This design comes from an exercise in tuning for small area, a short achievable clock period and few clock cycles per item on the open sky130 flow, not from production work.
In this exercise RTL edits were held to simulation tests only and were not proved equivalent to the original.
Power figures rest on the tool's default switching activity, not on a simulated workload.

`flow/standard.sh`:
```
#!/bin/bash
# synth_recipe.tcl (not shown) runs the flow's synth.tcl, then flattens the netlist and writes it again
# the make line also repeats each setting of config.mk as NAME=value (left out here)
make -C /OpenROAD-flow-scripts/flow DESIGN_CONFIG=/design/flow/config.mk WORK_HOME=/design/flow/orfs CLKGATE_MAP_FILE= SYNTH_SCRIPT=/design/flow/synth_recipe.tcl "${@:-finish}"
```
`flow/flow/run.sh`:
```
#!/bin/bash
# The standard layout (standard.sh) with three changes of how it is made:
#  - port buffers are buf_1 instead of the delay buffer buffer_ports picks,
#  - repair_timing aims at a setup slack of 14.8 ns (the clock stays 20 ns),
#  - CTS inserts no dummy loads.
set -euo pipefail
CTS="-sink_clustering_enable -repair_clock_nets -sink_clustering_size 25 -sink_clustering_max_diameter 300 -buf_list sky130_fd_sc_hd__clkbuf_16 -dont_use_dummy_load"
bash standard.sh "BUFFER_PORTS_ARGS=-buffer_cell sky130_fd_sc_hd__buf_1" \
    "SETUP_SLACK_MARGIN=14.8" "CTS_ARGS=$CTS" finish > flow_standard.log 2>&1
```
`flow/constraint.sdc`:
```
create_clock -name core_clock -period 20.0 [get_ports {clk}]
set_input_delay 4.0000 -clock core_clock [delete_from_list [all_inputs] [get_ports {clk}]]
set_output_delay 4.0000 -clock core_clock [all_outputs]
set_load 0.01 [all_outputs]
```
`flow/config.mk`:
```
export PLATFORM = sky130hd
export DESIGN_NAME = cc8_rx
export DESIGN_NICKNAME = cc8_rx
export VERILOG_FILES = /design/flow/design.v
export SDC_FILE = /design/flow/constraint.sdc
export NUM_CORES = 4
export LEC_CHECK = 0
export CAP_MARGIN = 20
export CORE_MARGIN = 2
export CORE_UTILIZATION = 65
export SLEW_MARGIN = 20
```
`flow/design.v`:
```
`timescale 1ns/1ps
module cc8_rx (
    input  wire         clk,
    input  wire         rst,         
    input  wire         in_valid,
    input  wire [15:0]  in_edge,     
    input  wire         in_last,     
    output wire         in_ready,
    output reg          out_valid,   
    output wire [127:0] rxb,         
    output wire [7:0]   nbits,       
    output wire         dec_err,     
    output wire [7:0]   zrun_cnt,    
    output wire [4:0]   oct_cnt,     
    output wire [7:0]   crc          
);
    function [7:0] crc8_step;
        input [7:0] c_in;
        input [7:0] b;
        integer t;
        reg [7:0] c;
        begin
            c = c_in ^ b;
            for (t = 0; t < 8; t = t + 1)
                c = c[0] ? ((c >> 1) ^ 8'hD9) : (c >> 1);
            crc8_step = c;
        end
    endfunction
    reg         rdy;
    reg         v0, l0;
    reg [15:0]  e0;
    wire        acc = in_valid & rdy;
    assign in_ready = rdy;
    reg         v1, l1;
    reg [3:0]   r1;
    reg [15:0]  prev;
    wire [6:0]  d;
    wire [7:0]  bw;
    assign bw[0] = 1'b0;
    genvar gi;
    generate
        for (gi = 0; gi < 7; gi = gi + 1) begin : g_sub
            assign d[gi]    = e0[gi] ^ prev[gi] ^ bw[gi];
            assign bw[gi+1] = (~e0[gi] & prev[gi]) | (~(e0[gi] ^ prev[gi]) & bw[gi]);
        end
    endgenerate
    wire [8:0]  eh = e0[15:7];
    wire [8:0]  nph = ~prev[15:7];
    wire [8:0]  zz;
    assign zz[0] = ~(eh[0] ^ nph[0] ^ ~bw[7]);
    generate
        for (gi = 1; gi < 9; gi = gi + 1) begin : g_z
            assign zz[gi] = ~((eh[gi] ^ nph[gi]) ^ (eh[gi-1] | nph[gi-1]));
        end
    endgenerate
    wire        big = ~&zz;
    reg  [3:0]  r_lo;
    always @* begin
        case (d)
            7'd0: r_lo = 4'd0;
            7'd1: r_lo = 4'd0;
            7'd2: r_lo = 4'd0;
            7'd3: r_lo = 4'd0;
            7'd4: r_lo = 4'd0;
            7'd5: r_lo = 4'd1;
            7'd6: r_lo = 4'd1;
            7'd7: r_lo = 4'd1;
            7'd8: r_lo = 4'd1;
            7'd9: r_lo = 4'd1;
            7'd10: r_lo = 4'd1;
            7'd11: r_lo = 4'd1;
            7'd12: r_lo = 4'd1;
            7'd13: r_lo = 4'd1;
            7'd14: r_lo = 4'd1;
            7'd15: r_lo = 4'd2;
            7'd16: r_lo = 4'd2;
            7'd17: r_lo = 4'd2;
            7'd18: r_lo = 4'd2;
            7'd19: r_lo = 4'd2;
            7'd20: r_lo = 4'd2;
            7'd21: r_lo = 4'd2;
            7'd22: r_lo = 4'd2;
            7'd23: r_lo = 4'd2;
            7'd24: r_lo = 4'd2;
            7'd25: r_lo = 4'd3;
            7'd26: r_lo = 4'd3;
            7'd27: r_lo = 4'd3;
            7'd28: r_lo = 4'd3;
            7'd29: r_lo = 4'd3;
            7'd30: r_lo = 4'd3;
            7'd31: r_lo = 4'd3;
            7'd32: r_lo = 4'd3;
            7'd33: r_lo = 4'd3;
            7'd34: r_lo = 4'd3;
            7'd35: r_lo = 4'd4;
            7'd36: r_lo = 4'd4;
            7'd37: r_lo = 4'd4;
            7'd38: r_lo = 4'd4;
            7'd39: r_lo = 4'd4;
            7'd40: r_lo = 4'd4;
            7'd41: r_lo = 4'd4;
            7'd42: r_lo = 4'd4;
            7'd43: r_lo = 4'd4;
            7'd44: r_lo = 4'd4;
            7'd45: r_lo = 4'd5;
            7'd46: r_lo = 4'd5;
            7'd47: r_lo = 4'd5;
            7'd48: r_lo = 4'd5;
            7'd49: r_lo = 4'd5;
            7'd50: r_lo = 4'd5;
            7'd51: r_lo = 4'd5;
            7'd52: r_lo = 4'd5;
            7'd53: r_lo = 4'd5;
            7'd54: r_lo = 4'd5;
            7'd55: r_lo = 4'd6;
            7'd56: r_lo = 4'd6;
            7'd57: r_lo = 4'd6;
            7'd58: r_lo = 4'd6;
            7'd59: r_lo = 4'd6;
            7'd60: r_lo = 4'd6;
            7'd61: r_lo = 4'd6;
            7'd62: r_lo = 4'd6;
            7'd63: r_lo = 4'd6;
            7'd64: r_lo = 4'd6;
            7'd65: r_lo = 4'd7;
            7'd66: r_lo = 4'd7;
            7'd67: r_lo = 4'd7;
            7'd68: r_lo = 4'd7;
            7'd69: r_lo = 4'd7;
            7'd70: r_lo = 4'd7;
            7'd71: r_lo = 4'd7;
            7'd72: r_lo = 4'd7;
            7'd73: r_lo = 4'd7;
            7'd74: r_lo = 4'd7;
            7'd75: r_lo = 4'd8;
            7'd76: r_lo = 4'd8;
            7'd77: r_lo = 4'd8;
            7'd78: r_lo = 4'd8;
            7'd79: r_lo = 4'd8;
            7'd80: r_lo = 4'd8;
            7'd81: r_lo = 4'd8;
            7'd82: r_lo = 4'd8;
            7'd83: r_lo = 4'd8;
            7'd84: r_lo = 4'd8;
            7'd85: r_lo = 4'd9;
            7'd86: r_lo = 4'd9;
            7'd87: r_lo = 4'd9;
            7'd88: r_lo = 4'd9;
            7'd89: r_lo = 4'd9;
            7'd90: r_lo = 4'd9;
            7'd91: r_lo = 4'd9;
            7'd92: r_lo = 4'd9;
            7'd93: r_lo = 4'd9;
            7'd94: r_lo = 4'd9;
            7'd95: r_lo = 4'd10;
            7'd96: r_lo = 4'd10;
            7'd97: r_lo = 4'd10;
            7'd98: r_lo = 4'd10;
            7'd99: r_lo = 4'd10;
            7'd100: r_lo = 4'd10;
            7'd101: r_lo = 4'd10;
            7'd102: r_lo = 4'd10;
            7'd103: r_lo = 4'd10;
            7'd104: r_lo = 4'd10;
            7'd105: r_lo = 4'd10;
            7'd106: r_lo = 4'd10;
            7'd107: r_lo = 4'd10;
            7'd108: r_lo = 4'd10;
            7'd109: r_lo = 4'd10;
            7'd110: r_lo = 4'd10;
            7'd111: r_lo = 4'd10;
            7'd112: r_lo = 4'd10;
            7'd113: r_lo = 4'd10;
            7'd114: r_lo = 4'd10;
            7'd115: r_lo = 4'd10;
            7'd116: r_lo = 4'd10;
            7'd117: r_lo = 4'd10;
            7'd118: r_lo = 4'd10;
            7'd119: r_lo = 4'd10;
            7'd120: r_lo = 4'd10;
            7'd121: r_lo = 4'd10;
            7'd122: r_lo = 4'd10;
            7'd123: r_lo = 4'd10;
            7'd124: r_lo = 4'd10;
            7'd125: r_lo = 4'd10;
            7'd126: r_lo = 4'd10;
            7'd127: r_lo = 4'd10;
            default: r_lo = 4'd0;
        endcase
    end
    reg  [3:0]  r_c;
    always @* r_c = big ? 4'd10 : r_lo;
    reg [127:0] bits;
    reg [7:0]   nb;
    reg         sb;          
    reg         lv;          
    reg         err;
    reg [7:0]   zc;
    reg         ef;          
    reg         fresh;       
    reg [7:0]   asm;         
    reg [7:0]   crc_r;
    reg         p1, p2;
    reg [3:0]   rem;         
    reg         xm;          
    assign rxb      = bits;
    assign nbits    = nb;
    assign dec_err  = err;
    assign zrun_cnt = zc;
    assign crc      = crc_r;
    reg  [4:0]  oc;
    assign oct_cnt  = oc;
    wire xact    = xm;
    wire act_gap = v1 & ~ef & ~xact;
    wire act_fst = v1 &  ef & ~xact;
    wire act_p1  = p1 & ~xact;
    wire s1_hold = v1 & xact;
    wire [7:0] nb_e  = fresh ? 8'd0 : nb;
    wire       sb_e  = ~fresh & sb;
    wire       lv_e  = fresh | lv;
    wire       err_e = ~fresh & err;
    wire [7:0] zc_e  = fresh ? 8'd0 : zc;
    wire       pv_e  = ~err_e & lv_e;     
    wire       pv_r  = ~err & lv;
    wire [4:0] ci = nb_e[7:3];
    wire [2:0] lo = nb_e[2:0];
    reg  [7:0] th;
    always @* begin
        case (lo)
            3'd0: th = 8'b11111111;
            3'd1: th = 8'b11111110;
            3'd2: th = 8'b11111100;
            3'd3: th = 8'b11111000;
            3'd4: th = 8'b11110000;
            3'd5: th = 8'b11100000;
            3'd6: th = 8'b11000000;
            default: th = 8'b10000000;
        endcase
    end
    wire       v     = (p2 | xact) ? pv_r : (act_p1 ? pv_e : lv_e);
    wire [7:0] asm_f = (th & {8{v}}) | (~th & asm);
    wire [3:0] r      = r1;
    wire       dec    = ~err_e & ~nb_e[7];
    wire       zero   = (r == 4'd0);
    wire       bad    = (r == 4'd10) | (sb_e & (r == 4'd9));
    wire       app    = act_gap & dec & ~zero & ~bad;
    wire [3:0] s_add  = {1'b0, lo} + (r - 4'd1) + {3'd0, sb_e};
    wire       fill   = s_add[3];
    wire       crs    = app & fill;
    wire [2:0] lo_n   = s_add[2:0];
    wire [4:0] ci_n   = ci + 5'd1;
    wire [7:0] nb_n   = fill ? {ci_n, 3'd0} : {ci, lo_n};
    wire       rnz    = (rem != 4'd0);
    wire [3:0] rem_d  = rem - {3'd0, rnz};
    wire [3:0] len_f  = asm_f[3:0];
    wire [3:0] lmin   = (len_f == 4'd0) ? 4'd1 : len_f;
    wire       c0     = (ci == 5'd0);
    wire       inc    = c0 | rnz;
    wire [3:0] rem_n  = c0 ? lmin : rem_d;        
    wire       crc_en = ((crs | act_p1) & inc) | ((p2 | xact) & rnz);
    wire       crc_i  = fresh & (act_gap | act_p1);      
    wire [7:0] crc_b  = crc_r | {8{crc_i}};
    wire [7:0] crc_n  = crc8_step(crc_b, asm_f);
    wire [4:0] cr     = nb[7:3];             
    reg [15:0] dci, gtc;
    integer a;
    always @* begin
        dci = 16'd0;
        if (!ci[4]) dci[ci[3:0]] = 1'b1;
        for (a = 0; a < 16; a = a + 1)
            gtc[a] = (cr[4] == 1'b0) && (a > cr[3:0]);
    end
    wire [15:0] we = ({16{crs | act_p1}} & dci) | ({16{p2}} & gtc);
    wire rge2 = (rem[3:1] != 3'd0);
    wire xlow = act_p1 ? (rem_n[3:1] != 3'd0) : ((p2 | xact) & rge2);
    integer q;
    always @(posedge clk) begin
        e0 <= in_edge;
        l0 <= in_last;
        if (!s1_hold) begin
            l1 <= l0;
            r1 <= r_c;
            if (v0) prev <= e0;
        end
        for (q = 0; q < 16; q = q + 1)
            if (we[q]) bits[8*q +: 8] <= asm_f;
        if (we[0])
            oc <= {1'b0, lmin} + 5'd1;
        if (crc_en | crc_i)
            crc_r <= crc_n | {8{~crc_en}};
        if (act_gap | act_p1)
            asm <= (crs | act_p1) ? {8{v}} : asm_f;
        if (crs | act_p1)
            rem <= rem_n;
        else if (p2 | xact)
            rem <= rem_d;
        if (act_gap) begin
            lv  <= ~lv_e;
            nb  <= app ? nb_n : nb_e;
            sb  <= app ? ~fill : sb_e;
            err <= err_e | (dec & ~zero & bad);
            zc  <= (dec & zero & (zc_e != 8'hFF)) ? zc_e + 8'd1 : zc_e;
        end else if (act_p1) begin
            lv  <= lv_e;
            nb  <= nb_e;
            err <= err_e;
            zc  <= zc_e;
        end
        if (rst) begin
            rdy   <= 1'b1;
            v0    <= 1'b0;
            v1    <= 1'b0;
            ef    <= 1'b1;
            fresh <= 1'b0;
            p1    <= 1'b0;
            p2    <= 1'b0;
            xm    <= 1'b0;
            out_valid <= 1'b0;
        end else begin
            rdy <= ~(acc & in_last) & ~xlow;
            v0  <= acc;
            if (!s1_hold)
                v1 <= v0;
            if (act_gap | act_fst)
                ef <= l1;
            if (act_fst)
                fresh <= 1'b1;
            else if (act_gap | act_p1)
                fresh <= 1'b0;
            p1 <= ((act_gap | act_fst) & l1) | (p1 & ~act_p1);
            p2 <= act_p1;
            xm <= (p2 | xact) & rge2;
            out_valid <= (p2 | xact) & ~rge2;
        end
    end
endmodule
```
==> results.py, run 1 <==
metrics = {
    "place": {
        "dp_hpwl_mm": 12.59,
        "port_buffers": 179,
        "place_congestion": 0.8890,
    },
    "timing": {
        "period_minus_slack_ns": 5.131,
        "period_share": 0.2565,
        "rsz0062_at_grt": "no",
        "tightestPinTransition_ns": 1.031,
        "fmax_ghz": 0.1949,
        "drv_slew": 0,
        "fin_tns_setup_ns": 0,
        "finalHoldViolCount": 0,
        "skew_ns": 0.02068,
        "finalSetupViolCount": 0,
        "slew_headroom": 0.3052,
    },
    "synthesis": {
        "synthArstFlopShare": 0,
        "synthTopCellsByCount": "192 x edfxtp_1, 46 x nor2_1, 45 x nand2_1",
        "synth_seq_cells": 218,
        "seq_area_frac_synth": 0.7022,
        "synth_edf_count": 192,
        "synth_area_sq_mm": 0.008952,
        "synthCells": 621,
        "synth_top_area_frac": 0.6440,
        "yosys_warnings": 1,
        "yosys-top-cells-area": "edfxtp_1 64%, dfxtp_1 5.8%, xnor2_1 3.6%",
        "synth.most_common_cell": "edfxtp_1",
        "syn_nets": 669,
        "synthFlopType": "edfxtp_1",
        "synth.avg_cell_area_sq_um": 14.42,
        "yosysTopAreaCell": "edfxtp_1",
        "yosysUniqueCellTypes": 69,
    },
    "grt": {
        "grt_max_degree": 41,
        "track_usage": 0.2538,
        "grt_pass1_wl_mm": 28.53,
        "overflow": 0,
        "grt_pass1_vias": 5377,
        "antenna_found_initial": 0,
    },
    "power_and_ir_drop": {
        "cellPowerDensity_mw_per_mm2": 78.61,
        "switching_share": 0.2088,
        "comb_power_share": 0.082,
        "clkPwrFrac": 0.289,
        "p_sw_w": 0.0001672,
        "leakagePower_nw": 3.447,
        "finalPower_w": 0.0008011,
        "internal-power_w": 0.0006338,
        "p_seq_frac": 0.629,
        "ir_drop_v": 0.00007799,
    },
    "routing": {
        "wl_mm": 18.59,
        "vias": 5617,
        "drtIter0Drc": 555,
        "via_per_inst": 5.720,
        "wl_per_cell_microns": 18.93,
        "ant_nets": 0,
        "drc_errors": 0,
        "dr.pass1.iters": 5,
    },
    "cells_and_area": {
        "diodes": 0,
        "drive_above_1_share": 0.05955,
        "area_growth_pct": 13.82,
        "nNetsFinal": 856,
    },
    "flow_run": {
        "cap_violations": 0,
    },
    "cts": {
        "htree_levels": 1,
        "cts_inserted_buffers": 12,
        "cts_sinks": 218,
        "ctsResizeCount": 0,
        "clockBufferDepth": 3,
        "hold_buffers": 0,
        "cts_tree": "yes",
        "clk_latency_ns": 0.46,
        "cts.reportedPaths.clkPinSlew_ns": 0.09,
        "cts_root_buffer": "clkbuf_16",
    },
    "worst_setup_path": {
        "r2r-start": "fresh",
        "crit_end": "nbits[2]",
        "rr_worst_depth": 12,
        "criticalPathCategory": "reg2out",
        "r2r_slack_ns": 15.70,
        "cp-end-kind": "output port",
        "r2r-end": "bits[70]",
        "slowest_delay_ns": 0.51,
        "cpMaxStageDelayCell": "edfxtp_1",
        "worst-path-stages": 1,
        "startpoint": "nb[2]",
        "cp_num_buf_inv": 1,
        "worst-endpoint-arrival_ns": 1.13,
        "crit_required_ns": 16.00,
        "critPathLaunchType": "flop",
        "crit_family": "flip-flops",
        "crit_chain": "buf_1",
        "crit_fanout": 7,
    },
    "floorplanning": {
        "die_x_microns": 121.4,
        "core_area_sq_mm": 0.01335,
        "die_h_microns": 121.4,
        "placementRows": 42,
        "die-area_sq_mm": 0.01473,
        "start_util": 0.6707,
        "io_pins": 180,
    },
    "outcome": {
        "outcome": "finished clean",
    },
    "worst_hold_path": {
        "hold_class": "reg2reg",
    },
}
[worst min-delay path by stage]
stage	from	end	slack (ns)	cells past startpoint
2_1_floorplan	l0	l1	0.39	0
3_3_place_gp	l0	l1	0.39	0
3_5_place_dp	l0	l1	0.41	0
4_1_cts	e0[11]	prev[11]	0.43	0
5_1_grt	l0	l1	0.43	0
6_report	e0[11]	prev[11]	0.43	0
[kinds of logic after synthesis]
logic type,Yosys count,share of synthesized area
flops,218,0.7022
fa+ha+maj,28,0.04500
simple gates,177,0.09826
buf+inv,49,0.02264
xor+xnor,56,0.06052
compound gates,90,0.06793
mux,3,0.003494
[per-layer routing]
layer	global-route usage	share of wire	vias to the layer above	wire, microns
met5	0	0	-	0
li1	-	-	2603	-
met4	0.06609	0.024	0	454
met1	0.3423	0.41	2750	7585
met3	0.04887	0.073	28	1360
met2	0.4294	0.49	236	9194
[power by group through the flow]
stage                     clock (W)  combinational [W]  sequential [W]
after global placement            0          0.0000601        0.000514
after global routing       0.000250          0.0000728        0.000505
final                      0.000232          0.0000657        0.000504
after floorplan                   0          0.0000476        0.000514
after CTS                  0.000236          0.0000650        0.000504
after detailed placement          0          0.0000633        0.000515
[final cells by class]
| cell class | instances | area [sq um] |
|---|---|---|
| clock buffer | 12 | 300.3 |
| fill | 866 | 3158 |
| timing repair buffer | 191 | 762.0 |
| inverter | 31 | 116.4 |
| tap | 176 | 220.2 |
| sequential | 218 | 6286 |
| multi-input combinational | 354 | 2505 |
[timing repair]
item,4_1_cts,5_1_grt
setup endpoints to repair,4,1
gates cloned,0,0
setup buffers,4,1
[registers in the layout (all words and copies together), names as in the netlist, 4 cells and up]
signal	count
nb	8
prev	16
crc_r	8
bits	128
rem	4
r1	4
e0	16
oc	5
asm	7
zc	8
[placed cells by master (no fill, tap or decap), types with 4 or more instances in the layout]
cell       Yosys  layout
edfxtp_1     192     192
buf_1          0     179
nor2_1        46      46
nand2_1       45      44
xnor2_1       37      37
inv_1         31      31
dfxtp_1       26      26
o21ai_0       28      23
ha_1          21      21
nor2b_1       18      18
a21oi_1       16      16
xor2_1        15      15
nand3_1       12      12
nand2b_1      12      12
clkbuf_16      0      12
buf_4          1      12
nor3_1        11      11
o22ai_1        7       7
fa_1           7       7
and2_1         5       5
o21ai_1        0       5
a31oi_1        6       4
a21o_1         4       4
[metrics by stage]
stage	instances	hold WS (ns)	setup slack, ns	instance area, sq um	util
CTS	981	0.4323	14.82	10170	0.7623
global route	982	0.4348	14.82	10190	0.7634
finish	982	0.4299	14.87	10190	0.7634
detailed placement	965	0.4076	15.18	9844	0.7375
floorplan	621	0.3855	15.33	8952	-
global placement	965	0.3895	15.23	9844	0.7375
Testbench counts, summed over its fixed seeds: cycles 7,968, frames 192.
==> run 2: changes to the inputs <==
==> flow/flow/run.sh (replaced) <==
#!/bin/bash
# The standard layout (standard.sh) with three changes of how it is made:
#  - port buffers are buf_1 instead of the delay buffer buffer_ports picks,
#  - repair_timing aims at a setup slack of 14.87 ns (the clock stays 20 ns),
#  - CTS inserts no dummy loads.
set -euo pipefail
CTS="-sink_clustering_enable -repair_clock_nets -sink_clustering_size 25 -sink_clustering_max_diameter 300 -buf_list sky130_fd_sc_hd__clkbuf_16 -dont_use_dummy_load"
bash standard.sh "BUFFER_PORTS_ARGS=-buffer_cell sky130_fd_sc_hd__buf_1" \
    "SETUP_SLACK_MARGIN=14.87" "CTS_ARGS=$CTS" finish > flow_standard.log 2>&1
==> run 2 against run 1 <==
Still clean on timing, DRC and antenna. Register-to-register slack about the same. Worst setup slack improved by 0.023 ns. Sequential power about the same. Combinational power barely moved. Largest power group unchanged. Global-route usage about the same.
==> results.py, run 2 <==
metrics = {
    "routing": {
        "vias": 5603,
        "drtIter0Drc": 508,
        "wl_per_cell_microns": 18.96,
        "wl_mm": 18.71,
        "dr.pass1.iters": 5,
        "drc_errors": 0,
        "via_per_inst": 5.677,
        "ant_nets": 0,
    },
    "place": {
        "port_buffers": 179,
        "dp_cells": 965,
        "place_congestion": 0.8890,
        "dp_slack_ns": 15.18,
        "dp_hpwl_mm": 12.59,
    },
    "synthesis": {
        "seq_area_frac_synth": 0.7022,
        "synthCells": 621,
        "synth_top_family_by_area": "simple AND/OR/NAND/NOR gates",
        "synth_top_area_frac": 0.6440,
        "synth_compound_area_frac": 0.06792,
        "yosysTopAreaCell": "edfxtp_1",
        "synth_seq_cells": 218,
        "yosys_warnings": 1,
        "synth.most_common_cell": "edfxtp_1",
        "synth_xor_area_frac": 0.06052,
        "synth_area_sq_mm": 0.008952,
        "yosysUniqueCellTypes": 69,
        "synthFlopType": "edfxtp_1",
        "synth_edf_count": 192,
        "synth.avg_cell_area_sq_um": 14.42,
        "synthMuxAreaShare": 0.003494,
        "synthTopCellsByCount": "192 x edfxtp_1, 46 x nor2_1, 45 x nand2_1",
        "synth_fa_ha_area_frac": 0.04500,
        "syn_nets": 669,
        "synth_simple_gate_area_frac": 0.09825,
        "yosys-top-cells-area": "edfxtp_1 64%, dfxtp_1 5.8%, xnor2_1 3.6%",
        "synthArstFlopShare": 0,
    },
    "cts": {
        "htree_levels": 1,
        "ctsResizeCount": 0,
        "clk_latency_ns": 0.46,
        "cts_sinks": 218,
        "clockBufferDepth": 3,
        "hold_buffers": 0,
        "cts_tree": "yes",
        "cts.reportedPaths.clkPinSlew_ns": 0.10,
        "cts_root_buffer": "clkbuf_16",
        "cts_inserted_buffers": 12,
    },
    "cells_and_area": {
        "regMostFlops": "bits",
        "nNetsFinal": 861,
        "stdcell_count": 987,
        "diodes": 0,
        "mostFrequentLayoutCell": "edfxtp_1",
        "drive_above_1_share": 0.06535,
        "area_growth_pct": 14.24,
        "largest_register_ffs": 128,
        "fillers": 864,
        "top_regs": "bits (128), e0 (16), prev (16)",
        "final_cell_mix": "192 x edfxtp_1, 179 x buf_1, 46 x nor2_1, 44 x nand2_1, 37 x xnor2_1",
    },
    "timing": {
        "skew_ns": 0.02429,
        "fin_tns_setup_ns": 0,
        "finalHoldViolCount": 0,
        "fin_ws_ns": 14.89,
        "drv_slew": 0,
        "finalSetupViolCount": 0,
        "slew_headroom": 0.3054,
        "rsz0062_at_grt": "no",
        "fmax_ghz": 0.1958,
        "period_share": 0.2554,
        "period_minus_slack_ns": 5.108,
        "tightestPinTransition_ns": 1.031,
    },
    "floorplanning": {
        "start_util": 0.6707,
        "placementRows": 42,
        "die-area_sq_mm": 0.01473,
        "core_area_sq_mm": 0.01335,
        "die_h_microns": 121.4,
        "io_pins": 180,
        "die_x_microns": 121.4,
    },
    "grt": {
        "track_usage": 0.2540,
        "grt_pass1_wl_mm": 28.56,
        "overflow": 0,
        "grt_pass1_vias": 5397,
        "grt_max_degree": 41,
        "antenna_found_initial": 0,
    },
    "worst_setup_path": {
        "criticalPathCategory": "reg2out",
        "cpMaxStageDelayCell": "edfxtp_1",
        "crit_chain": "buf_1",
        "cp-end-kind": "output port",
        "cp_num_buf_inv": 1,
        "crit_required_ns": 16.00,
        "crit_fanout": 3,
        "critPathLaunchType": "flop",
        "slowest_delay_ns": 0.48,
        "crit_family": "flip-flops",
        "worst-endpoint-arrival_ns": 1.11,
    },
    "power_and_ir_drop": {
        "leakagePower_nw": 3.471,
        "cellPowerDensity_mw_per_mm2": 78.46,
        "ir_drop_v": 0.00007789,
    },
    "flow_run": {
        "cap_violations": 0,
    },
    "outcome": {
        "outcome": "finished clean",
    },
    "worst_hold_path": {
        "hold_class": "reg2reg",
    },
}
## run 2: routing by layer
| metal | up-vias | global-route usage | wire, microns |
|---|---|---|---|
| met5 | - | 0 | 0 |
| met4 | 0 | 0.06609 | 459 |
| met3 | 27 | 0.04887 | 1337 |
| met2 | 233 | 0.4298 | 9185 |
| met1 | 2730 | 0.3426 | 7726 |
| li1 | 2613 | - | - |
## run 2: power by group
group          internal (W)  switching (W)  total [W]
combinational     0.0000257      0.0000403  0.0000660
sequential         0.000501     0.00000322   0.000504
clock              0.000108       0.000125   0.000233
## run 2: cell families after synthesis
group,after synthesis
buf+inv,49
compound gates,90
fa+ha+maj,28
simple gates,177
xor+xnor,56
flops,218
mux,3
## run 2: worst paths after layout
kind | slack [ns] | start | to | depth (start not counted)
max | 14.89 | crc_r[1] | crc[1] | 1
min | 0.43 | l0 | l1 | 0
max reg2reg | 15.70 | fresh | bits[70] | 12
min reg2reg | 0.43 | l0 | l1 | 0
## run 2: area by class of cell
cell class / instances / area (sq um) / area share
sequential: 218 / 6286 / 0.6146
clock buffer: 12 / 300.3 / 0.02936
multi-input combinational: 354 / 2505 / 0.2449
tap: 176 / 220.2 / 0.02153
timing repair buffer: 196 / 799.5 / 0.07817
inverter: 31 / 116.4 / 0.01138
## run 2: metrics by stage
step | area [sq um] | hold WS [ns] | util | total power (W)
2_1_floorplan | 8952 | 0.3855 | - | 0.0005619
3_3_place_gp | 9844 | 0.3895 | 0.7375 | 0.0005743
3_5_place_dp | 9844 | 0.4076 | 0.7375 | 0.0005779
4_1_cts | 10190 | 0.4323 | 0.7634 | 0.0008054
5_1_grt | 10230 | 0.4348 | 0.7662 | 0.0008270
6_report | 10230 | 0.4305 | 0.7662 | 0.0008024
## run 2: what timing repair did
action / 4_1_cts / 5_1_grt
endpoints found under the setup margin: 6 / 3
buffers inserted: 6 / 4
gates cloned: 0 / 0
==> run 3: changes to the inputs <==
--- a/flow/design.v
+++ b/flow/design.v
@@ -272,7 +272,8 @@
     end
     wire [15:0] we = ({16{crs | act_p1}} & dci) | ({16{p2}} & gtc);
     wire rge2 = (rem[3:1] != 3'd0);
-    wire xlow = act_p1 ? (rem_n[3:1] != 3'd0) : ((p2 | xact) & rge2);
+    wire rge3 = (rem[3:2] != 2'd0) | (&rem[1:0]);
+    wire xlow = act_p1 ? (c0 | rge3) : ((p2 | xact) & rge2);
     integer q;
     always @(posedge clk) begin
         e0 <= in_edge;
@@ -284,8 +285,7 @@
         end
         for (q = 0; q < 16; q = q + 1)
             if (we[q]) bits[8*q +: 8] <= asm_f;
-        if (we[0])
-            oc <= {1'b0, lmin} + 5'd1;
+        oc <= (bits[3:0] == 4'd0) ? 5'd2 : ({1'b0, bits[3:0]} + 5'd1);
         if (crc_en | crc_i)
             crc_r <= crc_n | {8{~crc_en}};
         if (act_gap | act_p1)
==> flow/flow/run.sh (replaced) <==
#!/bin/bash
# The standard layout (standard.sh) with three changes of how it is made:
#  - port buffers are buf_1 instead of the delay buffer buffer_ports picks,
#  - repair_timing aims at a setup slack of 14.8 ns (the clock stays 20 ns),
#  - CTS inserts no dummy loads.
set -euo pipefail
CTS="-sink_clustering_enable -repair_clock_nets -sink_clustering_size 25 -sink_clustering_max_diameter 300 -buf_list sky130_fd_sc_hd__clkbuf_16 -dont_use_dummy_load"
bash standard.sh "BUFFER_PORTS_ARGS=-buffer_cell sky130_fd_sc_hd__buf_1" \
    "SETUP_SLACK_MARGIN=14.8" "CTS_ARGS=$CTS" finish > flow_standard.log 2>&1
==> run 3 against run 2 <==
Still clean. Clock skew barely moved. Hold slack got worse by 0.0029 ns. Worst setup slack got worse by 0.053 ns. Clock-buffer cell count unchanged. Final area rose by 0.32%. Non-clock buffer count shrank 5. Flip-flop and latch count unchanged. Power is 0.45% lower. Critical endpoint is now nbits[3]. Largest power group unchanged.
==> results.py, run 3 <==
metrics = {
    "cts": {
        "cts_inserted_buffers": 12,
        "ctsResizeCount": 0,
        "cts_tree": "yes",
        "htree_levels": 1,
        "cts_sinks": 218,
        "clk_latency_ns": 0.46,
        "cts.reportedPaths.clkPinSlew_ns": 0.09,
        "clockBufferDepth": 3,
        "cts_root_buffer": "clkbuf_16",
    },
    "floorplanning": {
        "start_util": 0.6603,
        "io_pins": 180,
        "core_area_sq_mm": 0.01372,
        "die_h_microns": 122.1,
        "placementRows": 43,
        "die-area_sq_mm": 0.01490,
        "die_x_microns": 122.1,
    },
    "timing": {
        "fin_tns_setup_ns": 0,
        "period_minus_slack_ns": 5.161,
        "tightestPinTransition_ns": 1.105,
        "fin_hold_ws_ns": 0.4276,
        "rsz0062_at_grt": "no",
        "finalSetupViolCount": 0,
        "finalHoldViolCount": 0,
        "fmax_ghz": 0.1938,
        "drv_slew": 0,
        "slew_headroom": 0.2635,
        "skew_ns": 0.02454,
        "period_share": 0.2580,
    },
    "worst_setup_path": {
        "cpMaxStageDelayCell": "edfxtp_1",
        "r2r_slack_ns": 15.57,
        "crit_required_ns": 16.00,
        "r2r-start": "fresh",
        "crit_fanout": 6,
        "r2r-end": "bits[35]",
        "crit_family": "flip-flops",
        "rr_worst_depth": 9,
        "slowest_delay_ns": 0.46,
        "critPathLaunchType": "flop",
        "cp-end-kind": "output port",
        "crit_chain": "buf_1",
        "worst-endpoint-arrival_ns": 1.16,
        "criticalPathCategory": "reg2out",
        "cp_num_buf_inv": 1,
    },
    "synthesis": {
        "synth.most_common_cell": "edfxtp_1",
        "yosysUniqueCellTypes": 64,
        "syn_nets": 679,
        "seq_area_frac_synth": 0.6884,
        "yosys_warnings": 1,
        "synthTopCellsByCount": "187 x edfxtp_1, 44 x nand2_1, 39 x nor2_1",
        "synthFlopType": "edfxtp_1",
        "synthCells": 629,
        "synthArstFlopShare": 0,
        "synth_top_area_frac": 0.6199,
        "synth_seq_cells": 218,
        "synth_edf_count": 187,
        "synth_area_sq_mm": 0.009059,
        "synth.avg_cell_area_sq_um": 14.40,
        "yosys-top-cells-area": "edfxtp_1 62%, dfxtp_1 6.9%, xnor2_1 3.3%",
        "yosysTopAreaCell": "edfxtp_1",
    },
    "worst_hold_path": {
        "min-delay-start": "l0",
        "hold_depth": 0,
        "hold_class": "reg2reg",
        "min_to": "l1",
    },
    "place": {
        "place_congestion": 0.9650,
        "dp_cells": 971,
        "port_buffers": 179,
        "dp_hpwl_mm": 13.34,
    },
    "cells_and_area": {
        "regMostFlops": "bits",
        "final_cell_mix": "187 x edfxtp_1, 179 x buf_1, 44 x nand2_1, 38 x nor2_1, 37 x inv_1",
        "fillers": 889,
        "final_core_util": 0.7478,
        "largest_register_ffs": 128,
        "stdcell_count": 991,
        "area_growth_pct": 13.26,
        "drive_above_1_share": 0.05179,
        "diodes": 0,
        "nNetsFinal": 863,
        "top_regs": "bits (128), e0 (16), prev (16)",
        "mostFrequentLayoutCell": "edfxtp_1",
    },
    "grt": {
        "grt_pass1_wl_mm": 28.70,
        "grt_max_degree": 34,
        "use_met1": 0.3502,
        "track_usage": 0.2515,
        "overflow": 0,
        "antenna_found_initial": 0,
        "grt-busiest-layer": "met2",
        "grt_pass1_vias": 5424,
        "use_met3": 0.03511,
        "grt_util_met2": 0.4207,
    },
    "power_and_ir_drop": {
        "cellPowerDensity_mw_per_mm2": 77.86,
        "ir_drop_v": 0.00006342,
        "leakagePower_nw": 3.515,
        "finalPower_w": 0.0007988,
    },
    "routing": {
        "via_per_inst": 5.721,
        "wl_mm": 18.91,
        "wl_per_cell_microns": 19.08,
        "vias": 5670,
        "drc_errors": 0,
        "ant_nets": 0,
        "dr.pass1.iters": 5,
        "drtIter0Drc": 409,
    },
    "outcome": {
        "outcome": "finished clean",
    },
    "flow_run": {
        "cap_violations": 0,
    },
}
==> run 3: cell count changes after synthesis, sizes merged, moves of 4 or more <==
cell,delta
mux2i,+9
a31oi,-5
a21oi,-4
dfxtp,+5
inv,+7
a32o,+7
xor2,-4
nor3b,+6
clkbuf,+4
nor2,-8
edfxtp,-5
o22ai,-4
==> run 3: cell type report <==
class,instances,area [sq um],area share
clock buffers,12,300.3,0.02927
inverters,38,142.6,0.01390
multi-input cells,352,2594,0.2528
flip-flops and latches,218,6236,0.6078
well taps,180,225.2,0.02195
repair buffers,191,762.0,0.07427
==> run 3: stage by stage <==
stage	cell area, sq um	setup slack (ns)
global placement	9899	15.17
finish	10260	14.84
global route	10260	14.80
CTS	10220	14.82
floorplan	9059	15.31
detailed placement	9899	15.14
==> run 3: where the power goes <==
group | internal (W) | switching (W) | total, W
registers | 0.000499 | 0.00000343 | 0.000502
logic | 0.0000246 | 0.0000366 | 0.0000613
clock network | 0.000108 | 0.000127 | 0.000235
total | 0.000631 | 0.000167 | 0.000799
==> run 3: worst max path at each step <==
stage               startpoint  endpoint  slack, ns  cells past startpoint
global route             nb[3]  nbits[3]      14.80                      1
detailed placement       nb[6]  nbits[6]      15.14                      1
floorplan                  rst       rdy      15.31                      4
CTS                      nb[7]  nbits[7]      14.82                      1
global placement         nb[6]  nbits[6]      15.17                      1
finish                   nb[3]  nbits[3]      14.84                      1
==> run 3: kinds of logic (layout without fill, tap and decap cells) <==
family | Yosys count | count (layout) | synth area share
and+or+nand+nor | 171 | 171 | 0.09461
DFF | 218 | 218 | 0.6884
xor gates and xnor gates | 54 | 54 | 0.06464
muxes | 15 | 15 | 0.01796
AOI/OAI and AO/OA | 81 | 81 | 0.05967
buffers and inverters | 59 | 241 | 0.02638
adders and majority gates | 31 | 31 | 0.04834
==> run 3: layer usage <==
layer | vias to the layer above | wire, microns
met2 | 263 | 9255
met5 | - | 0
met4 | 0 | 467
met3 | 39 | 1264
met1 | 2738 | 7921
li1 | 2630 | -
==> run 3: what timing repair did <==
item / CTS / global route
setup endpoints to repair: 3 / 2
setup buffers: 3 / 5
gates cloned: 0 / 0
hold buffers: 0 / 0
Testbench counts of run 3, summed over its fixed seeds: cycles 7,968, frames 192.
==> run 4: changes to the inputs <==
--- a/flow/design.v
+++ b/flow/design.v
@@ -28,32 +28,34 @@
     endfunction
     reg         rdy;
     reg         v0, l0;
-    reg [15:0]  e0;
+    reg [6:0]   e0;
+    reg [8:0]   lhi;
+    reg         h0, h1;
     wire        acc = in_valid & rdy;
     assign in_ready = rdy;
+    wire [8:0]  ih  = in_edge[15:7];
+    wire [8:0]  nlh = ~lhi;
+    wire [8:0]  zz;
+    assign zz[0] = ~(ih[0] ^ nlh[0]);
+    genvar gi;
+    generate
+        for (gi = 1; gi < 9; gi = gi + 1) begin : g_z
+            assign zz[gi] = ~((ih[gi] ^ nlh[gi]) ^ (ih[gi-1] | nlh[gi-1]));
+        end
+    endgenerate
     reg         v1, l1;
     reg [3:0]   r1;
-    reg [15:0]  prev;
+    reg [6:0]   prev;
     wire [6:0]  d;
     wire [7:0]  bw;
     assign bw[0] = 1'b0;
-    genvar gi;
     generate
         for (gi = 0; gi < 7; gi = gi + 1) begin : g_sub
             assign d[gi]    = e0[gi] ^ prev[gi] ^ bw[gi];
             assign bw[gi+1] = (~e0[gi] & prev[gi]) | (~(e0[gi] ^ prev[gi]) & bw[gi]);
         end
     endgenerate
-    wire [8:0]  eh = e0[15:7];
-    wire [8:0]  nph = ~prev[15:7];
-    wire [8:0]  zz;
-    assign zz[0] = ~(eh[0] ^ nph[0] ^ ~bw[7]);
-    generate
-        for (gi = 1; gi < 9; gi = gi + 1) begin : g_z
-            assign zz[gi] = ~((eh[gi] ^ nph[gi]) ^ (eh[gi-1] | nph[gi-1]));
-        end
-    endgenerate
-    wire        big = ~&zz;
+    wire        big = bw[7] ? ~h1 : ~h0;
     reg  [3:0]  r_lo;
     always @* begin
         case (d)
@@ -272,11 +274,13 @@
     end
     wire [15:0] we = ({16{crs | act_p1}} & dci) | ({16{p2}} & gtc);
     wire rge2 = (rem[3:1] != 3'd0);
-    wire rge3 = (rem[3:2] != 2'd0) | (&rem[1:0]);
-    wire xlow = act_p1 ? (c0 | rge3) : ((p2 | xact) & rge2);
+    wire xlow = act_p1 ? (rem_n[3:1] != 3'd0) : ((p2 | xact) & rge2);
     integer q;
     always @(posedge clk) begin
-        e0 <= in_edge;
+        e0 <= in_edge[6:0];
+        h0 <= (ih == lhi);
+        h1 <= &zz;
+        if (acc) lhi <= ih;
         l0 <= in_last;
         if (!s1_hold) begin
             l1 <= l0;
@@ -285,7 +289,8 @@
         end
         for (q = 0; q < 16; q = q + 1)
             if (we[q]) bits[8*q +: 8] <= asm_f;
-        oc <= (bits[3:0] == 4'd0) ? 5'd2 : ({1'b0, bits[3:0]} + 5'd1);
+        if (we[0])
+            oc <= {1'b0, lmin} + 5'd1;
         if (crc_en | crc_i)
             crc_r <= crc_n | {8{~crc_en}};
         if (act_gap | act_p1)
==> run 4 against run 3 <==
Still clean on timing, DRC and antenna. Die area is 2.3% lower. Core utilization up 1.5 points. First-iteration DRC count up 3.2%. Clock skew rose by 0.0092 ns. Flip-flop and latch count is 7 lower. Non-clock buffer count up 2. Power down 2.1%. Sequential power fell by 3%. Combinational power rose by 3%. Clock power down 2%. Clock-buffer cell count unchanged. Critical path type unchanged.
==> results.py, run 4 <==
metrics = {
    "routing": {
        "wl_mm": 17.59,
        "wl_per_cell_microns": 18.04,
        "ant_nets": 0,
        "vias": 5457,
        "via_per_inst": 5.597,
        "drtIter0Drc": 422,
        "drc_errors": 0,
        "dr.pass1.iters": 5,
    },
    "worst_hold_path": {
        "min_to": "prev[1]",
        "hold_class": "reg2reg",
        "hold_depth": 0,
        "min-delay-start": "e0[1]",
    },
    "cts": {
        "clk_latency_ns": 0.46,
        "cts_tree": "yes",
        "cts_inserted_buffers": 12,
        "cts_root_buffer": "clkbuf_16",
        "htree_levels": 1,
        "clockBufferDepth": 3,
        "cts.reportedPaths.clkPinSlew_ns": 0.09,
        "hold_buffers": 0,
        "cts_sinks": 211,
    },
    "synthesis": {
        "yosysUniqueCellTypes": 68,
        "synth_edf_count": 192,
        "seq_area_frac_synth": 0.6951,
        "yosys-top-cells-area": "edfxtp_1 65%, dfxtp_1 4.3%, ha_1 3.0%",
        "synthTopCellsByCount": "192 x edfxtp_1, 48 x nand2_1, 47 x nor2_1",
        "yosysTopAreaCell": "edfxtp_1",
        "synth_area_sq_mm": 0.008842,
        "synthArstFlopShare": 0,
        "synth.avg_cell_area_sq_um": 14.47,
        "synthFlopType": "edfxtp_1",
        "synth_top_area_frac": 0.6520,
        "synth.most_common_cell": "edfxtp_1",
        "yosys_warnings": 1,
        "synthCells": 611,
        "syn_nets": 659,
        "synth_seq_cells": 211,
    },
    "floorplanning": {
        "die_h_microns": 120.6,
        "start_util": 0.6677,
        "die_x_microns": 120.6,
        "die-area_sq_mm": 0.01455,
        "placementRows": 42,
        "core_area_sq_mm": 0.01324,
        "io_pins": 180,
    },
    "cells_and_area": {
        "regMostFlops": "bits",
        "final_core_util": 0.7629,
        "fillers": 827,
        "drive_above_1_share": 0.07134,
        "final_design_area_no_fill_sq_mm": 0.01010,
        "area_growth_pct": 14.26,
        "top_regs": "bits (128), lhi (9)",
        "largest_register_ffs": 128,
        "final_cell_mix": "192 x edfxtp_1, 179 x buf_1, 48 x nand2_1, 47 x nor2_1, 35 x inv_1",
        "diodes": 0,
        "nNetsFinal": 849,
        "mostFrequentLayoutCell": "edfxtp_1",
    },
    "timing": {
        "finalSetupViolCount": 0,
        "skew_ns": 0.03371,
        "slew_headroom": 0.3123,
        "period_share": 0.2578,
        "drv_slew": 0,
        "fmax_ghz": 0.1939,
        "period_minus_slack_ns": 5.156,
        "tightestPinTransition_ns": 1.020,
        "rsz0062_at_grt": "no",
        "fin_tns_setup_ns": 0,
        "finalHoldViolCount": 0,
    },
    "worst_setup_path": {
        "cpMaxStageDelayCell": "edfxtp_1",
        "r2r-start": "fresh",
        "worst-path-stages": 1,
        "critPathLaunchType": "flop",
        "r2r-end": "bits[106]",
        "r2r_slack_ns": 15.46,
        "crit_family": "flip-flops",
        "rr_worst_depth": 11,
        "cp_num_buf_inv": 1,
        "worst-endpoint-arrival_ns": 1.16,
        "cp-end-kind": "output port",
        "crit_fanout": 6,
        "criticalPathCategory": "reg2out",
        "crit_chain": "buf_1",
        "crit_required_ns": 16.00,
        "slowest_delay_ns": 0.52,
    },
    "grt": {
        "grt_pass1_vias": 5213,
        "antenna_found_initial": 0,
        "track_usage": 0.2443,
        "grt_max_degree": 26,
        "overflow": 0,
        "grt_pass1_wl_mm": 27.26,
    },
    "outcome": {
        "outcome": "finished clean",
    },
    "power_and_ir_drop": {
        "cellPowerDensity_mw_per_mm2": 77.44,
        "leakagePower_nw": 3.426,
        "ir_drop_v": 0.00006908,
    },
    "place": {
        "port_buffers": 179,
        "placed_area_sq_mm": 0.009743,
        "dp_hpwl_mm": 12.35,
        "place_congestion": 0.9054,
    },
    "flow_run": {
        "cap_violations": 0,
    },
}
[run 4: worst max-delay path by stage]
stage                           start        to  slack [ns]
after floorplan           in_edge[13]        h1       14.85
after global placement    in_edge[13]        h1       14.70
after detailed placement  in_edge[13]        h1       14.70
after CTS                       nb[2]  nbits[2]       14.83
after global routing            nb[0]  nbits[0]       14.81
final                           nb[0]  nbits[0]       14.84
[run 4: layout make-up]
cell class	instances	area (sq um)	share of cell area
repair buffers	193	777.0	0.07690
well taps	176	220.2	0.02180
clock buffers	12	300.3	0.02972
flip-flops and latches	211	6146	0.6083
multi-input cells	348	2529	0.2503
inverters	35	131.4	0.01300
[run 4: power breakdown]
part           total (W)  internal (W)  switching (W)
logic          0.0000630     0.0000254      0.0000376
clock network   0.000230      0.000108       0.000122
registers       0.000489      0.000486     0.00000334
total           0.000782      0.000619       0.000163
[run 4: what timing repair did]
action | in CTS | in global routing
resized for setup | 0 | 0
setup buffers | 5 | 2
pin swaps | 0 | 0
setup endpoints to repair | 5 | 2
[run 4: kinds of logic after synthesis]
kind of cell	count (synthesis)	share of synthesized area
flip-flops	211	0.6951
adder cells (fa/ha/maj)	28	0.04556
buffers and inverters	52	0.02363
AO/OA/AOI/OAI	88	0.06793
multiplexers	4	0.005235
AND/OR/NAND/NOR	175	0.1009
XOR/XNOR	53	0.06170
[run 4: metrics by stage]
stage | power [W] | hold slack, ns | worst slack [ns] | instances
floorplan | 0.0005455 | 0.3855 | 14.85 | 611
global placement | 0.0005588 | 0.3945 | 14.70 | 956
detailed placement | 0.0005613 | 0.3975 | 14.70 | 956
CTS | 0.0007854 | 0.4206 | 14.83 | 973
global route | 0.0008079 | 0.4221 | 14.81 | 975
finish | 0.0007824 | 0.4214 | 14.84 | 975
[run 4: per-layer routing]
layer / global-route usage / vias up / wire [microns]
met4: 0.05741 / 0 / 366
met5: 0 / - / 0
li1: - / 2584 / -
met3: 0.02642 / 25 / 961
met2: 0.4417 / 220 / 9071
met1: 0.3204 / 2628 / 7187
Testbench counts of run 4, summed over its fixed seeds: cycles 7,968, frames 192.
==> run 5: changes to the inputs <==
==> flow/flow/run.sh (replaced) <==
#!/bin/bash
# The standard layout (standard.sh) with three changes of how it is made:
#  - port buffers are buf_1 instead of the delay buffer buffer_ports picks,
#  - repair_timing aims at a setup slack of 14.8 ns (the clock stays 20 ns),
#  - CTS inserts no dummy loads.
set -euo pipefail
CTS="-sink_clustering_enable -repair_clock_nets -sink_clustering_size 28 -sink_clustering_max_diameter 300 -buf_list sky130_fd_sc_hd__clkbuf_16 -dont_use_dummy_load"
bash standard.sh "BUFFER_PORTS_ARGS=-buffer_cell sky130_fd_sc_hd__buf_1" \
    "SETUP_SLACK_MARGIN=14.8" "CTS_ARGS=$CTS" finish > flow_standard.log 2>&1
==> run 5 against run 4 <==
Clock-buffer cell count fell by 1. Still clean on timing, DRC and antenna. Sequential power barely moved. Synthesized area did not move.
==> results.py, run 5 <==
metrics = {
    "outcome": {
        "outcome": "finished clean",
    },
    "synthesis": {
        "synth_area_sq_mm": 0.008842,
        "synth_seq_cells": 211,
        "synthFlopType": "edfxtp_1",
        "seq_area_frac_synth": 0.6951,
        "synthArstFlopShare": 0,
        "yosys_warnings": 1,
        "synth_top_area_frac": 0.6520,
        "synthTopCellsByCount": "192 x edfxtp_1, 48 x nand2_1, 47 x nor2_1",
        "synth_edf_count": 192,
        "synth.most_common_cell": "edfxtp_1",
        "syn_nets": 659,
        "synth.avg_cell_area_sq_um": 14.47,
        "yosysUniqueCellTypes": 68,
        "synthCells": 611,
        "yosys-top-cells-area": "edfxtp_1 65%, dfxtp_1 4.3%, ha_1 3.0%",
        "yosysTopAreaCell": "edfxtp_1",
    },
    "grt": {
        "overflow": 0,
        "grt_pass1_vias": 5201,
        "grt_max_degree": 29,
        "grt_util_met2": 0.4241,
        "grt_pass1_wl_mm": 27.13,
        "antenna_found_initial": 1,
        "use_met1": 0.3223,
        "track_usage": 0.2429,
        "use_met3": 0.03491,
        "grt-busiest-layer": "met2",
    },
    "timing": {
        "rsz0062_at_grt": "no",
        "period_share": 0.2567,
        "finalHoldViolCount": 0,
        "finalSetupViolCount": 0,
        "tightestPinTransition_ns": 1.047,
        "drv_slew": 0,
        "period_minus_slack_ns": 5.133,
        "skew_ns": 0.03087,
        "fmax_ghz": 0.1948,
        "fin_tns_setup_ns": 0,
        "slew_headroom": 0.3018,
    },
    "routing": {
        "drc_errors": 0,
        "ant_nets": 0,
        "wl_per_cell_microns": 17.96,
        "drtIter0Drc": 373,
        "dr.pass1.iters": 5,
        "wl_mm": 17.46,
        "via_per_inst": 5.613,
        "vias": 5456,
    },
    "cts": {
        "cts_root_buffer": "clkbuf_16",
        "clockBufferDepth": 3,
        "cts_tree": "yes",
        "clk_latency_ns": 0.46,
        "cts.reportedPaths.clkPinSlew_ns": 0.11,
        "hold_buffers": 0,
        "cts_sinks": 211,
        "cts_inserted_buffers": 11,
        "htree_levels": 1,
        "ctsResizeCount": 0,
    },
    "cells_and_area": {
        "drive_above_1_share": 0.06784,
        "final_cell_mix": "192 x edfxtp_1, 179 x buf_1, 48 x nand2_1, 47 x nor2_1, 35 x inv_1",
        "stdcell_count": 972,
        "diodes": 0,
        "nNetsFinal": 846,
        "regMostFlops": "bits",
        "area_growth_pct": 13.81,
        "top_regs": "bits (128), lhi (9)",
        "mostFrequentLayoutCell": "edfxtp_1",
        "largest_register_ffs": 128,
    },
    "worst_setup_path": {
        "cp_num_buf_inv": 1,
        "cp-end-kind": "output port",
        "slowest_delay_ns": 0.46,
        "crit_required_ns": 16.00,
        "crit_chain": "buf_1",
        "crit_fanout": 7,
        "worst-endpoint-arrival_ns": 1.13,
        "critPathLaunchType": "flop",
        "crit_family": "flip-flops",
        "criticalPathCategory": "reg2out",
        "cpMaxStageDelayCell": "edfxtp_1",
    },
    "floorplanning": {
        "start_util": 0.6677,
        "core_area_sq_mm": 0.01324,
        "io_pins": 180,
        "die_x_microns": 120.6,
        "die-area_sq_mm": 0.01455,
        "die_h_microns": 120.6,
        "placementRows": 42,
    },
    "power_and_ir_drop": {
        "leakagePower_nw": 3.404,
        "cellPowerDensity_mw_per_mm2": 76.88,
        "ir_drop_v": 0.00007773,
    },
    "worst_hold_path": {
        "hold_class": "reg2reg",
    },
    "place": {
        "dp_hpwl_mm": 12.35,
        "place_congestion": 0.9054,
        "port_buffers": 179,
        "dp_cells": 956,
    },
    "flow_run": {
        "cap_violations": 0,
    },
}
-- run 5: logic make-up after synthesis --
kind of cell | after synthesis | share of synthesized area
xor+xnor | 53 | 0.06170
mux | 4 | 0.005235
buf+inv | 52 | 0.02363
simple gates | 175 | 0.1009
compound gates | 88 | 0.06793
fa+ha+maj | 28 | 0.04556
flops | 211 | 0.6951
-- run 5: layer usage --
layer  part of all wire  vias up
met5             0.0019        -
met4              0.024        2
met3              0.062       30
met2               0.51      236
met1               0.40     2614
li1                   -     2574
-- run 5: path summary, 6_finish.rpt --
path          from        end  slack, ns  cells past startpoint
min reg2reg     l0         l1       0.43                      0
max          nb[2]   nbits[2]      14.87                      1
min             l0         l1       0.43                      0
max reg2reg  fresh  bits[106]      15.48                     11
-- run 5: report_power, final --
| part | switching [W] | internal [W] | total [W] |
|---|---|---|---|
| clock network | 0.000122 | 0.0000992 | 0.000221 |
| registers | 0.00000338 | 0.000486 | 0.000489 |
| logic | 0.0000380 | 0.0000253 | 0.0000633 |
| total | 0.000163 | 0.000610 | 0.000774 |
-- run 5: area by class of cell --
type / count / area [sq um]
Tap cell: 176 / 220.2
Fill cell: 835 / 3179
Inverter: 35 / 131.4
Timing Repair Buffer: 191 / 762.0
Sequential cell: 211 / 6146
Clock buffer: 11 / 275.3
Multi-Input combinational cell: 348 / 2529
-- run 5: per-stage QoR --
| stage | setup WS (ns) | hold WS [ns] | instance area [sq um] | total power, W | utilization |
|---|---|---|---|---|---|
| floorplan | 14.85 | 0.3855 | 8842 | 0.0005455 | - |
| CTS | 14.86 | 0.4237 | 10060 | 0.0007766 | 0.7594 |
| global placement | 14.70 | 0.3945 | 9736 | 0.0005588 | 0.7352 |
| finish | 14.87 | 0.4252 | 10060 | 0.0007737 | 0.7599 |
| global route | 14.81 | 0.4258 | 10060 | 0.0007963 | 0.7599 |
| detailed placement | 14.70 | 0.3975 | 9743 | 0.0005613 | 0.7357 |
-- run 5: repair_timing --
action	4_1_cts	5_1_grt
endpoints found under the setup margin	5	0
setup buffers	5	0
hold endpoints to repair	0	0
==> run 6: changes to the inputs <==
==> flow/flow/run.sh (replaced) <==
#!/bin/bash
# The standard layout (standard.sh) with three changes of how it is made:
#  - port buffers are buf_1 instead of the delay buffer buffer_ports picks,
#  - repair_timing aims at a setup slack of 14.93 ns (the clock stays 20 ns),
#  - CTS clusters up to 28 flip-flops per clkbuf_16 and inserts no dummy loads.
# Each tool's full output goes to the ORFS logs under orfs/logs/, and
# standard.sh's own output to flow_standard.log.
set -euo pipefail
CTS="-sink_clustering_enable -repair_clock_nets -sink_clustering_size 28 -sink_clustering_max_diameter 300 -buf_list sky130_fd_sc_hd__clkbuf_16 -dont_use_dummy_load"
bash standard.sh "BUFFER_PORTS_ARGS=-buffer_cell sky130_fd_sc_hd__buf_1" \
    "SETUP_SLACK_MARGIN=14.93" "CTS_ARGS=$CTS" finish > flow_standard.log 2>&1
==> run 6 against run 5 <==
Fmax increased by 1.1%. Synthesized cell count unchanged. Hold slack worse by 0.0014 ns. Final area grew 2.1%. Core utilization up 1.6 points. Clock power is essentially flat. Via count is 2.0% higher. Worst setup slack improved by 0.055 ns. Die area unchanged. Flip-flop and latch count unchanged. Largest power group unchanged. Highest routed layer is now met4.
==> results.py, run 6 <==
metrics = {
    "routing": {
        "drc_errors": 0,
        "wl_per_cell_microns": 17.86,
        "via_per_inst": 5.601,
        "vias": 5567,
        "wl_mm": 17.75,
        "dr.pass1.iters": 5,
        "drtIter0Drc": 387,
        "ant_nets": 0,
    },
    "synthesis": {
        "yosysTopAreaCell": "edfxtp_1",
        "yosysUniqueCellTypes": 68,
        "synth_top_area_frac": 0.6520,
        "synthTopCellsByCount": "192 x edfxtp_1, 48 x nand2_1, 47 x nor2_1",
        "yosys-top-cells-area": "edfxtp_1 65%, dfxtp_1 4.3%, ha_1 3.0%",
        "synth_area_sq_mm": 0.008842,
        "synthCells": 611,
        "synthArstFlopShare": 0,
        "yosys_warnings": 1,
        "synth.avg_cell_area_sq_um": 14.47,
        "synth.most_common_cell": "edfxtp_1",
        "syn_nets": 659,
        "synth_seq_cells": 211,
        "synthFlopType": "edfxtp_1",
        "seq_area_frac_synth": 0.6951,
        "synth_edf_count": 192,
    },
    "floorplanning": {
        "core_area_sq_mm": 0.01324,
        "die_x_microns": 120.6,
        "start_util": 0.6677,
        "io_pins": 180,
        "die-area_sq_mm": 0.01455,
        "placementRows": 42,
        "die_h_microns": 120.6,
    },
    "cts": {
        "cts_inserted_buffers": 11,
        "cts_sinks": 211,
        "clockBufferDepth": 3,
        "cts.reportedPaths.clkPinSlew_ns": 0.10,
        "clk_latency_ns": 0.46,
        "cts_tree": "yes",
        "htree_levels": 1,
        "hold_buffers": 0,
        "cts_root_buffer": "clkbuf_16",
    },
    "worst_setup_path": {
        "critPathLaunchType": "flop",
        "crit_family": "flip-flops",
        "startpoint": "nb[5]",
        "worst-endpoint-arrival_ns": 1.08,
        "crit_chain": "buf_6",
        "crit_required_ns": 16.00,
        "crit_fanout": 2,
        "criticalPathCategory": "reg2out",
        "r2r_slack_ns": 15.90,
        "cpMaxStageDelayCell": "edfxtp_1",
        "cp-end-kind": "output port",
        "r2r-start": "fresh",
        "cp_num_buf_inv": 1,
        "slowest_delay_ns": 0.46,
    },
    "power_and_ir_drop": {
        "leakagePower_nw": 3.532,
        "ir_drop_v": 0.00007443,
        "cellPowerDensity_mw_per_mm2": 75.24,
    },
    "timing": {
        "fmax_ghz": 0.1969,
        "fin_hold_ws_ns": 0.4238,
        "finalSetupViolCount": 0,
        "period_minus_slack_ns": 5.078,
        "tightestPinTransition_ns": 0.9858,
        "period_share": 0.2539,
        "finalHoldViolCount": 0,
        "skew_ns": 0.02754,
        "fin_tns_setup_ns": 0,
        "drv_slew": 0,
        "rsz0062_at_grt": "yes",
        "slew_headroom": 0.3356,
    },
    "place": {
        "port_buffers": 179,
        "place_congestion": 0.8758,
        "dp_hpwl_mm": 12.21,
        "placed_area_sq_mm": 0.009768,
    },
    "outcome": {
        "outcome": "finished clean",
    },
    "grt": {
        "antenna_found_initial": 0,
        "grt_pass1_vias": 5400,
        "grt_max_degree": 34,
        "grt_pass1_wl_mm": 27.70,
        "overflow": 0,
        "track_usage": 0.2454,
    },
    "cells_and_area": {
        "final_cell_mix": "192 x edfxtp_1, 172 x buf_1, 48 x nand2_1, 47 x nor2_1",
        "nNetsFinal": 868,
        "mostFrequentLayoutCell": "edfxtp_1",
        "area_growth_pct": 16.19,
        "largest_register_ffs": 128,
        "regMostFlops": "bits",
        "final_design_area_no_fill_sq_mm": 0.01027,
        "diodes": 0,
        "top_regs": "bits (128), lhi (9)",
        "drive_above_1_share": 0.1039,
    },
    "worst_hold_path": {
        "hold_class": "reg2reg",
        "min-delay-start": "l0",
    },
    "flow_run": {
        "cap_violations": 0,
    },
}
==> run 6: cell counts after synthesis <==
No cell type changed its count.
==> run 6: per-layer routing <==
metal	GRT usage	share of wire	up-vias
li1	-	-	2623
met1	0.3141	0.39	2698
met2	0.4502	0.53	223
met3	0.03208	0.064	23
met4	0.05160	0.015	0
met5	0	0	-
==> run 6: per-stage QoR <==
step	instances	power, W	setup slack, ns	utilization
after global placement	957	0.0005594	14.77	0.7376
after global routing	994	0.0007991	14.89	0.7758
after detailed placement	957	0.0005625	14.71	0.7376
after floorplan	611	0.0005460	14.93	-
final	994	0.0007729	14.92	0.7758
after CTS	982	0.0007772	14.91	0.7669
==> run 6: worst paths after layout <==
check              endpoint  cells after the start
setup / recovery   nbits[5]                      1
hold / removal           l1                      0
setup reg to reg  bits[104]                     11
hold reg to reg          l1                      0
==> run 6: final cells by class <==
class / count / area (sq um)
inverters: 35 / 131.4
well taps: 176 / 220.2
repair buffers: 213 / 954.7
fillers: 859 / 2969
multi-input cells: 348 / 2546
flip-flops and latches: 211 / 6146
clock buffers: 11 / 275.3
==> run 6: kinds of logic after synthesis <==
| family | count (synthesis) | share of synthesized area |
|---|---|---|
| flip-flops | 211 | 0.6951 |
| AND/OR/NAND/NOR | 175 | 0.1009 |
| AO/OA/AOI/OAI | 88 | 0.06793 |
| XOR/XNOR | 53 | 0.06170 |
| buffers and inverters | 52 | 0.02363 |
| adder cells (fa/ha/maj) | 28 | 0.04556 |
| multiplexers | 4 | 0.005235 |
==> run 6: what timing repair did <==
action,in CTS,in global routing
resized for setup,2,12
endpoints found under the setup margin,13,16
buffers inserted,14,12
cloned,0,0
==> run 6: where the power goes <==
part | leakage (nW) | switching, W | internal [W]
registers | 1.88 | 0.00000304 | 0.000486
clock network | 0.136 | 0.000120 | 0.0000991
logic | 1.52 | 0.0000386 | 0.0000266
total | 3.53 | 0.000161 | 0.000612
==> run 7: changes to the inputs <==
==> flow/flow/run.sh (replaced) <==
#!/bin/bash
# The standard layout (standard.sh) with three changes of how it is made:
#  - port buffers are buf_1 instead of the delay buffer buffer_ports picks,
#  - repair_timing aims at a setup slack of 14.87 ns (the clock stays 20 ns),
#  - CTS clusters up to 28 flip-flops per clkbuf_16 and inserts no dummy loads.
# Each tool's full output goes to the ORFS logs under orfs/logs/, and
# standard.sh's own output to flow_standard.log.
set -euo pipefail
CTS="-sink_clustering_enable -repair_clock_nets -sink_clustering_size 28 -sink_clustering_max_diameter 300 -buf_list sky130_fd_sc_hd__clkbuf_16 -dont_use_dummy_load"
bash standard.sh "BUFFER_PORTS_ARGS=-buffer_cell sky130_fd_sc_hd__buf_1" \
    "SETUP_SLACK_MARGIN=14.87" "CTS_ARGS=$CTS" finish > flow_standard.log 2>&1
==> run 7 against run 6 <==
Still clean. Hold slack improved by 0.015 ns. Fmax decreased by 0.61%. Power increased by 0.31%. Routed wire length decreased by 1.5%. Worst setup slack got worse by 0.031 ns. Combinational power decreased by 2%. Final area decreased by 1.6%. Non-clock buffer count decreased by 15. Sequential power about the same. Die area unchanged. Clock-buffer cell count unchanged. Critical endpoint is now zrun_cnt[2]. Largest cell class unchanged.
==> results.py, run 7 <==
metrics = {
    "synthesis": {
        "synthTopCellsByCount": "192 x edfxtp_1, 48 x nand2_1, 47 x nor2_1",
        "synthFlopType": "edfxtp_1",
        "syn_nets": 659,
        "synth.most_common_cell": "edfxtp_1",
        "synth_edf_count": 192,
        "synth_simple_gate_area_frac": 0.1009,
        "synth.avg_cell_area_sq_um": 14.47,
        "seq_area_frac_synth": 0.6951,
        "synthMuxAreaShare": 0.005236,
        "yosys-top-cells-area": "edfxtp_1 65%, dfxtp_1 4.3%, ha_1 3.0%",
        "synth_compound_area_frac": 0.06792,
        "synthArstFlopShare": 0,
        "yosysUniqueCellTypes": 68,
        "synth_top_family_by_area": "simple AND/OR/NAND/NOR gates",
        "yosysTopAreaCell": "edfxtp_1",
        "synth_area_sq_mm": 0.008842,
        "synth_top_area_frac": 0.6520,
        "yosys_warnings": 1,
        "synth_xor_area_frac": 0.06170,
        "synth_fa_ha_area_frac": 0.04556,
        "synth_seq_cells": 211,
        "synthCells": 611,
    },
    "outcome": {
        "outcome": "finished clean",
    },
    "routing": {
        "ant_nets": 0,
        "via_per_inst": 5.633,
        "wl_per_cell_microns": 17.86,
        "dr.pass1.iters": 6,
        "drtIter0Drc": 492,
        "wl_mm": 17.49,
        "vias": 5515,
        "drc_errors": 0,
    },
    "cts": {
        "cts_tree": "yes",
        "htree_levels": 1,
        "cts_sinks": 211,
        "hold_buffers": 0,
        "cts.reportedPaths.clkPinSlew_ns": 0.10,
        "ctsResizeCount": 0,
        "cts_setup_buffers": 8,
        "cts_inserted_buffers": 11,
        "clockBufferDepth": 3,
        "cts_root_buffer": "clkbuf_16",
        "clk_latency_ns": 0.46,
    },
    "cells_and_area": {
        "regMostFlops": "bits",
        "multi_input_area_sq_mm": 0.002526,
        "mostFrequentLayoutCell": "edfxtp_1",
        "final_design_area_no_fill_sq_mm": 0.01011,
        "area_growth_pct": 14.35,
        "seq_area_sq_mm": 0.006146,
        "drive_above_1_share": 0.07472,
        "largest_register_ffs": 128,
        "top_regs": "bits (128), lhi (9)",
        "nNetsFinal": 853,
        "diodes": 0,
        "final_cell_mix": "192 x edfxtp_1, 179 x buf_1, 48 x nand2_1, 47 x nor2_1, 35 x inv_1",
        "fillers": 874,
        "final_core_util": 0.7635,
    },
    "worst_setup_path": {
        "slowest_delay_ns": 0.48,
        "crit_family": "flip-flops",
        "criticalPathCategory": "reg2out",
        "r2r_slack_ns": 15.97,
        "crit_fanout": 6,
        "cp_num_buf_inv": 1,
        "worst-endpoint-arrival_ns": 1.11,
        "cpMaxStageDelayCell": "edfxtp_1",
        "cp-end-kind": "output port",
        "crit_required_ns": 16.00,
        "crit_chain": "buf_1",
        "critPathLaunchType": "flop",
    },
    "timing": {
        "fin_tns_setup_ns": 0,
        "rsz0062_at_grt": "no",
        "finalSetupViolCount": 0,
        "skew_ns": 0.03484,
        "slew_headroom": 0.3809,
        "period_minus_slack_ns": 5.110,
        "tightestPinTransition_ns": 0.9286,
        "fin_ws_ns": 14.89,
        "fmax_ghz": 0.1957,
        "finalHoldViolCount": 0,
        "fin_hold_ws_ns": 0.4387,
        "period_share": 0.2555,
        "drv_slew": 0,
    },
    "place": {
        "dp_hpwl_mm": 12.18,
        "dp_slack_ns": 14.71,
        "placed_area_sq_mm": 0.009768,
        "port_buffers": 179,
        "place_congestion": 0.9040,
    },
    "grt": {
        "track_usage": 0.2410,
        "grt_pass1_wl_mm": 27.23,
        "grt_max_degree": 34,
        "overflow": 0,
        "antenna_found_initial": 0,
        "grt_pass1_vias": 5267,
    },
    "floorplanning": {
        "die-area_sq_mm": 0.01455,
        "start_util": 0.6677,
        "die_x_microns": 120.6,
        "die_h_microns": 120.6,
        "io_pins": 180,
        "core_area_sq_mm": 0.01324,
        "placementRows": 42,
    },
    "worst_hold_path": {
        "hold_class": "reg2reg",
    },
    "power_and_ir_drop": {
        "ir_drop_v": 0.00006356,
        "leakagePower_nw": 3.437,
        "cellPowerDensity_mw_per_mm2": 76.68,
    },
    "flow_run": {
        "cap_violations": 0,
    },
}
-- run 7: cell counts after synthesis --
No cell type changed its count.
-- run 7: final cells by class --
class | instances | area share
clock buffer | 11 | 0.02722
inverter | 35 | 0.01299
multi-input combinational | 348 | 0.2498
sequential | 211 | 0.6078
tap | 176 | 0.02178
timing repair buffer | 198 | 0.08031
-- run 7: final timing paths --
| check | from | to | cells past startpoint |
|---|---|---|---|
| setup / recovery | zc[2] | zrun_cnt[2] | 1 |
| hold / removal | e0[0] | prev[0] | 0 |
| setup reg to reg | fresh | bits[104] | 11 |
| hold reg to reg | e0[0] | prev[0] | 0 |
-- run 7: cells by family (layout without fill, tap and decap cells) --
logic type	count (synthesis)	in the layout
DFF	211	211
buffers and inverters	52	244
and+or+nand+nor	175	175
AOI/OAI and AO/OA	88	88
adders and majority gates	28	28
muxes	4	4
xor gates and xnor gates	53	53
-- run 7: metal layers --
layer / wire [microns] / up-vias / track usage
met2: 9044 / 233 / 0.4280
met5: 0 / - / 0
li1: - / 2587 / -
met3: 1014 / 25 / 0.02830
met4: 354 / 0 / 0.06250
met1: 7072 / 2670 / 0.3191
-- run 7: through the flow --
step                instances  total power [W]
floorplan                 611        0.0005458
global placement          958        0.0005589
detailed placement        959        0.0005620
CTS                       978        0.0007756
global route              979        0.0007987
finish                    979        0.0007753
-- run 7: power by group --
| part | switching, W | internal [W] |
|---|---|---|
| clock network | 0.000123 | 0.0000992 |
| registers | 0.00000300 | 0.000486 |
| logic | 0.0000384 | 0.0000256 |

Re-timed with assumed drivers on the ports (clkbuf_16 on the clock, buf_2 on other inputs), run 7 has 14.847 ns of setup slack against 14.890 ns with ideal ports, and 14.716 ns once port delays also move by the mid clock arrival of 0.488 ns.
